Context: an optimization exercise on an open-source flow, tuned for small area, a short achievable clock period and few clock cycles. The choices shown serve that exercise and are no tape-out recipe.
In this exercise RTL edits were held to simulation tests only and were not proved equivalent to the original.

==> design/flow/config.mk <==
export PLATFORM = sky130hd
export DESIGN_NAME = dani_deframer
export DESIGN_NICKNAME = dani_deframer
export VERILOG_FILES = /design/flow/design.v
export SDC_FILE = /design/flow/constraint.sdc
export NUM_CORES = 4
export LEC_CHECK = 0
export CAP_MARGIN = 20
export CELL_PAD_IN_SITES_DETAIL_PLACEMENT = 2
export CELL_PAD_IN_SITES_GLOBAL_PLACEMENT = 2
export CORE_MARGIN = 2
export CORE_UTILIZATION = 30
export PLACE_DENSITY = 0.5
export SLEW_MARGIN = 20
==> design/flow/constraint.sdc <==
create_clock -name core_clock -period 28.0 [get_ports {clk}]
set_input_delay 5.6000 -clock core_clock [delete_from_list [all_inputs] [get_ports {clk}]]
set_output_delay 5.6000 -clock core_clock [all_outputs]
set_load 0.01 [all_outputs]
==> design/flow/design.v <==
module dani_deframer (
    input  wire         clk,
    input  wire         rst,            
    input  wire         cfg_proto,      
    input  wire [3:0]   cfg_ctrl_hi,    
    input  wire [7:0]   cfg_sq_code,    
    input  wire [27:0]  cfg_rsplen,     
    input  wire         in_valid,
    input  wire [7:0]   in_data,
    output wire         in_ready,
    output reg          out_valid,
    input  wire         out_ready,
    output reg  [4:0]   out_len,        
    output reg  [143:0] out_frame,      
    output reg  [15:0]  out_drops       
);
    localparam BUFN = 18;
    reg [8*BUFN-1:0] buf_q;     
    reg [4:0]        cnt_q;     
    reg [15:0]       drops_q;   
    reg [4:0]        skip_q;    
    wire [7:0] b0 = buf_q[7:0];
    wire [7:0] b1 = buf_q[15:8];
    wire [7:0] b2 = buf_q[23:16];
    wire [7:0] b3 = buf_q[31:24];
    function [7:0] buf_byte;
        input [8*BUFN-1:0] b;
        input [4:0]        idx;
        integer k;
        begin
            buf_byte = 8'h00;
            for (k = 0; k < BUFN; k = k + 1)
                if (idx == k[4:0]) buf_byte = b[8*k +: 8];
        end
    endfunction
    wire       can_sof   = (b0 == 8'hAA);
    wire [3:0] can_l     = b1[3:0];
    wire       can_plaus = (b1[7:4] == cfg_ctrl_hi) && (can_l >= 4'd1) && (can_l <= 4'd9);
    wire [4:0] can_t     = {1'b0, can_l} + 5'd5;           
    reg [7:0] can_sum;
    integer i;
    always @(*) begin
        can_sum = b2;
        for (i = 4; i < 12; i = i + 1)
            if (i < can_l + 3) can_sum = can_sum + buf_q[8*i +: 8];
    end
    wire [7:0] can_crc   = buf_byte(buf_q, can_t - 5'd2);
    wire [7:0] can_eof   = buf_byte(buf_q, can_t - 5'd1);
    wire       can_valid = (b3[7:3] == 5'd0) && (can_crc == can_sum) && (can_eof == 8'h55);
    wire rs_req = (b0 == 8'hFA);
    wire rs_rsp = (b0 == 8'hFB);
    wire rs_sof = rs_req | rs_rsp;
    reg       rs_def;    
    reg [3:0] rs_n;      
    always @(*) begin
        rs_def = 1'b0;
        rs_n   = 4'd0;
        if (rs_req) begin
            rs_def = 1'b1;
            case (b2)
                8'hF6: rs_n = 4'd3;
                8'hF3: rs_n = 4'd1;
                8'h83: rs_n = 4'd2;
                8'h9B: rs_n = 4'd1;
                8'h96: rs_n = 4'd8;
                8'h97: rs_n = 4'd8;
                default: begin
                    if (b2 == cfg_sq_code) rs_n = 4'd0;
                    else                   rs_def = 1'b0;
                end
            endcase
        end else if (rs_rsp) begin
            case (b2)
                8'hF6: rs_n = cfg_rsplen[3:0];
                8'hF3: rs_n = cfg_rsplen[7:4];
                8'h83: rs_n = cfg_rsplen[11:8];
                8'h9B: rs_n = cfg_rsplen[15:12];
                8'h96: rs_n = cfg_rsplen[19:16];
                8'h97: rs_n = cfg_rsplen[23:20];
                default: rs_n = (b2 == cfg_sq_code) ? cfg_rsplen[27:24] : 4'hF;
            endcase
            rs_def = (rs_n != 4'hF);
        end
    end
    wire [4:0] rs_t = {1'b0, rs_n} + 5'd4;                 
    reg [7:0] rs_sum;
    always @(*) begin
        rs_sum = 8'h00;
        for (i = 0; i < BUFN - 1; i = i + 1)
            if (i < rs_t - 1) rs_sum = rs_sum + buf_q[8*i +: 8];
    end
    wire [7:0] rs_chk   = buf_byte(buf_q, rs_t - 5'd1);
    wire       rs_valid = (rs_chk == rs_sum);
    reg       act_drop;
    reg       act_emit;
    reg [4:0] frame_t;
    always @(*) begin
        act_drop = 1'b0;
        act_emit = 1'b0;
        frame_t  = 5'd0;
        if (skip_q == 5'd0 && cnt_q != 5'd0) begin
            if (!cfg_proto) begin
                frame_t = can_t;
                if (!can_sof)                 act_drop = 1'b1;
                else if (cnt_q < 5'd2)        ;              
                else if (!can_plaus)          act_drop = 1'b1;
                else if (cnt_q < can_t)       ;              
                else if (can_valid)           act_emit = 1'b1;
                else                          act_drop = 1'b1;
            end else begin
                frame_t = rs_t;
                if (!rs_sof)                  act_drop = 1'b1;
                else if (cnt_q < 5'd3)        ;              
                else if (!rs_def)             act_drop = 1'b1;
                else if (cnt_q < rs_t)        ;              
                else if (rs_valid)            act_emit = 1'b1;
                else                          act_drop = 1'b1;
            end
        end
    end
    wire       out_free = !out_valid || out_ready;
    wire       do_emit  = act_emit && out_free;
    wire       remove   = (skip_q != 5'd0) || act_drop || do_emit;
    assign in_ready = (cnt_q != BUFN[4:0]);
    wire   accept   = in_valid && in_ready;
    reg [143:0] frame_bytes;
    always @(*) begin
        for (i = 0; i < BUFN; i = i + 1)
            frame_bytes[8*i +: 8] = (i < frame_t) ? buf_q[8*i +: 8] : 8'h00;
    end
    wire [8*BUFN-1:0] shifted = remove ? {8'h00, buf_q[8*BUFN-1:8]} : buf_q;
    wire [4:0]        kept    = cnt_q - {4'd0, remove};
    reg  [8*BUFN-1:0] buf_d;
    always @(*) begin
        buf_d = shifted;
        for (i = 0; i < BUFN; i = i + 1)
            if (accept && kept == i) buf_d[8*i +: 8] = in_data;
    end
    always @(posedge clk) begin
        buf_q <= buf_d;
        if (rst) begin
            cnt_q     <= 5'd0;
            drops_q   <= 16'd0;
            skip_q    <= 5'd0;
            out_valid <= 1'b0;
        end else begin
            cnt_q <= kept + {4'd0, accept};
            if (skip_q != 5'd0) skip_q <= skip_q - 5'd1;
            else if (do_emit)   skip_q <= frame_t - 5'd1;
            if (act_drop) begin
                if (drops_q != 16'hFFFF) drops_q <= drops_q + 16'd1;
            end else if (do_emit) begin
                drops_q <= 16'd0;
            end
            if (do_emit) begin
                out_valid <= 1'b1;
                out_len   <= frame_t;
                out_frame <= frame_bytes;
                out_drops <= drops_q;
            end else if (out_ready) begin
                out_valid <= 1'b0;
            end
        end
    end
endmodule
==> design/flow/run.sh <==
#!/bin/bash
# synth_recipe.tcl (not shown) runs the flow's synth.tcl, then flattens the netlist and writes it again
# the make line also repeats each setting of config.mk as NAME=value (left out here)
make -C /OpenROAD-flow-scripts/flow DESIGN_CONFIG=/design/flow/config.mk WORK_HOME=/design/flow/orfs CLKGATE_MAP_FILE= SYNTH_SCRIPT=/design/flow/synth_recipe.tcl finish
==> impl_metrics.py <==
metrics = {
    "die": {
        "die_w_microns": 324,
        "ios": 220,
        "die_h_microns": 324,
        "start_util_pct": 30.2,
        "num_rows": 117,
        "core_region_area_sq_um": 102000,
        "dieArea_sq_um": 105000,
    },
    "drt": {
        "drt-total-wl_mm": 189,
        "drt-wirelength-per-cell_microns": 34.9,
        "final_antenna_net_count": 0,
        "vias": 33032,
        "route.detailed.drc": 0,
        "first_pass_iters": 5,
        "drt_iter0_markers": 3190,
        "viasPerCell": 6.09,
    },
    "placed_design": {
        "io_buffer_count": 219,
        "dp_hpwl_mm": 147,
        "dp.cells": 5334,
        "gp_congestion": 1.01,
    },
    "critical_path": {
        "cpMaxStageDelayCell": "or4b_2",
        "path_max_fanout": 9,
        "cpMostUsedCell": "ha_1",
        "slowest_delay_ns": 0.58,
        "crit_family": "adder cells",
        "critPathLaunchType": "input port",
        "cp.arrival_ns": 27.48,
        "crit_buf_inv": 13,
        "critPathCaptureType": "flop",
        "rrSetupSlack_ns": 4.90,
        "required_ns": 28.41,
        "crit_type": "in -> reg",
    },
    "sta": {
        "setup_violations": 0,
        "hold_ws_ns": 0.494,
        "final-max-slew-violation-count": 0,
        "fin_skew_ns": 0.0453,
        "timing.fmax_ghz": 0.0369,
        "fin_crit_sh_pct": 96.7,
        "hold_violations": 0,
        "max_slew_margin_pct": 24.5,
        "min_period_ns": 27.08,
        "tightest_slew_ns": 1.13,
    },
    "clock_network": {
        "htreeDepth": 2,
        "clk_pin_slew_worst_paths_ns": 0.06,
        "cts_num_sinks": 336,
        "clk_path_buf_depth": 3,
        "hold_buffers": 0,
        "root_buffer": "clkbuf_16",
        "cts_made_buffers": 44,
        "cts_tree": "done",
        "clock_latency_ns": 0.67,
    },
    "synthesis": {
        "yosys.cell_types.count": 110,
        "synth-seq-cells": 336,
        "syn_avg_cell_area_sq_um": 8.69,
        "synth-seq-area-share_pct": 31.9,
        "yosys_warnings": 1,
        "syn_nets": 3836,
        "synth_edf_count": 309,
        "synthCells": 3536,
        "synth_flop_cell": "edfxtp_1",
        "ys_async_sr_fraction_pct": 0,
        "syn-cell-area_sq_um": 30700,
    },
    "job": {
        "maxCapViolCount": 0,
    },
    "global_routing": {
        "grt_pass1_wl_mm": 263,
        "track_usage_pct": 35.3,
        "grt_max_degree": 91,
        "grt_pass1_vias": 34486,
        "antenna_found_initial": 13,
        "gr-total-overflow": 0,
    },
    "cells_and_area": {
        "stdcell_count": 5426,
        "post_route_cells_drive_above_1_share_pct": 17.8,
        "finalNetCount": 4320,
        "area_growth_pct": 26.8,
    },
    "min_path": {
        "hold_path.class": "reg -> reg",
    },
    "outcome": {
        "outcome": "finished clean",
    },
}
-- state kept, by name, indices dropped and copies added, names as in the netlist --
signal     count
skip_q         5
buf_q        144
out_valid      1
out_len        5
cnt_q          5
out_frame    144
drops_q       16
out_drops     16
-- cell usage in the layout (no fill, tap or decap), types with 34 or more instances in the layout --
| cell | count |
|---|---|
| ha_1 | 218 |
| nand3_1 | 102 |
| and2_1 | 89 |
| clkdlybuf4s50_1 | 219 |
| nor2b_1 | 74 |
| buf_4 | 378 |
| nor3_1 | 61 |
| o22ai_1 | 61 |
| xnor2_1 | 101 |
| a21oi_1 | 284 |
| nor2_1 | 264 |
| mux2_2 | 131 |
| edfxtp_1 | 309 |
| a21o_1 | 69 |
| a31oi_1 | 34 |
| nand2_1 | 391 |
| clkbuf_16 | 44 |
| xor2_1 | 69 |
| inv_1 | 133 |
| o21ai_0 | 231 |
-- layout make-up --
| cell class | count | area [sq um] |
|---|---|---|
| multi-input cells | 2881 | 20100 |
| diodes | 3 | 7.51 |
| inverters | 141 | 529 |
| clock inverters | 23 | 280 |
| clock buffers | 58 | 1150 |
| fillers | 11270 | 62800 |
| well taps | 1368 | 1710 |
| repair buffers | 616 | 5410 |
| flip-flops and latches | 336 | 9820 |
-- metal layers --
layer / up-vias / wire [microns] / global-route usage [%]
met4: 10 / 8970 / 14.3
met1: 17223 / 79900 / 46.6
met2: 1365 / 87000 / 57.9
li1: 14080 / - / -
met5: - / 70 / 0
met3: 354 / 13500 / 4.75
-- worst paths after layout --
path | from | to | depth (start not counted)
min | drops_q[7] | out_drops[7] | 0
min reg2reg | drops_q[7] | out_drops[7] | 0
max | cfg_rsplen[8] | buf_q[96] | 110
max reg2reg | buf_q[18] | buf_q[96] | 107
-- cell usage after synthesis (25+ instances only) --
cell | n | area, sq um
xnor2_1 | 114 | 998
a21o_1 | 69 | 518
o21a_1 | 28 | 210
xor2_1 | 77 | 674
dfxtp_1 | 27 | 541
a211oi_1 | 38 | 285
a31oi_1 | 37 | 231
edfxtp_1 | 309 | 9280
nand4_1 | 25 | 156
nor2b_1 | 74 | 463
nand2_1 | 395 | 1480
and2_1 | 90 | 563
ha_1 | 223 | 2790
nor3_1 | 63 | 315
and3_1 | 26 | 163
clkbuf_1 | 122 | 458
o211ai_1 | 27 | 203
a221oi_1 | 34 | 298
nor2_1 | 271 | 1020
mux2_2 | 131 | 1480
a21oi_1 | 299 | 1500
o22ai_1 | 62 | 388
inv_1 | 133 | 499
o21ai_0 | 245 | 1230
nand3_1 | 102 | 510
-- stage by stage --
step	area, sq um	TNS, ns	util, %	setup slack (ns)
6_report	39000	0	38.3	0.924
5_1_grt	39000	-0.700	38.3	-0.0606
4_1_cts	38500	0	37.9	0.0657
3_5_place_dp	37100	-187.20	36.4	-0.924
3_3_place_gp	37100	-36.88	36.4	-0.324
2_1_floorplan	30700	0	-	1.49
-- kinds of logic (layout without fill, tap and decap cells) --
kind of cell	after synthesis	after routing	share of synthesized area (%)
other cells	0	3	0
buf+inv	319	838	4.23
compound gates	1110	1110	23.5
fa+ha+maj	248	248	10.7
simple gates	1175	1175	18.3
flops	336	336	31.9
mux	151	151	5.52
xor+xnor	197	197	5.88
-- repair_timing --
action	CTS	global route
cloned	0	0
pin swaps	0	19
resized for setup	6	80
buffers inserted	0	8
setup endpoints to repair	265	293
Testbench counts, summed over its fixed seeds: cycles 32,298.

## static timing again, ports no longer ideal
In the flow no input, the clock included, has a driving cell. The finished layout below was timed again as built, in two steps.
Step 1, drivers: a clkbuf_16 drives clk and a buf_2 each remaining input, both assumed.
Step 2, shift: input delay + t, output delay - t, t = (earliest + latest rising clock arrival at the registers) / 2. This alone moves slack from input paths to output paths.
Three values: no drivers, after step 1, after step 2; two values: the first two.
t, ns: 0.726
setup slack, ns: 0.924 / 0.971 / 0.245
worst hold slack (ns): 0.494 / 0.494 / 0.494
worst data-port slew with drivers (ns): 0.06
After both steps this run still meets setup and hold. For this run, drivers alone change the setup slack by +0.047 ns; drivers and shift together by -0.679 ns.
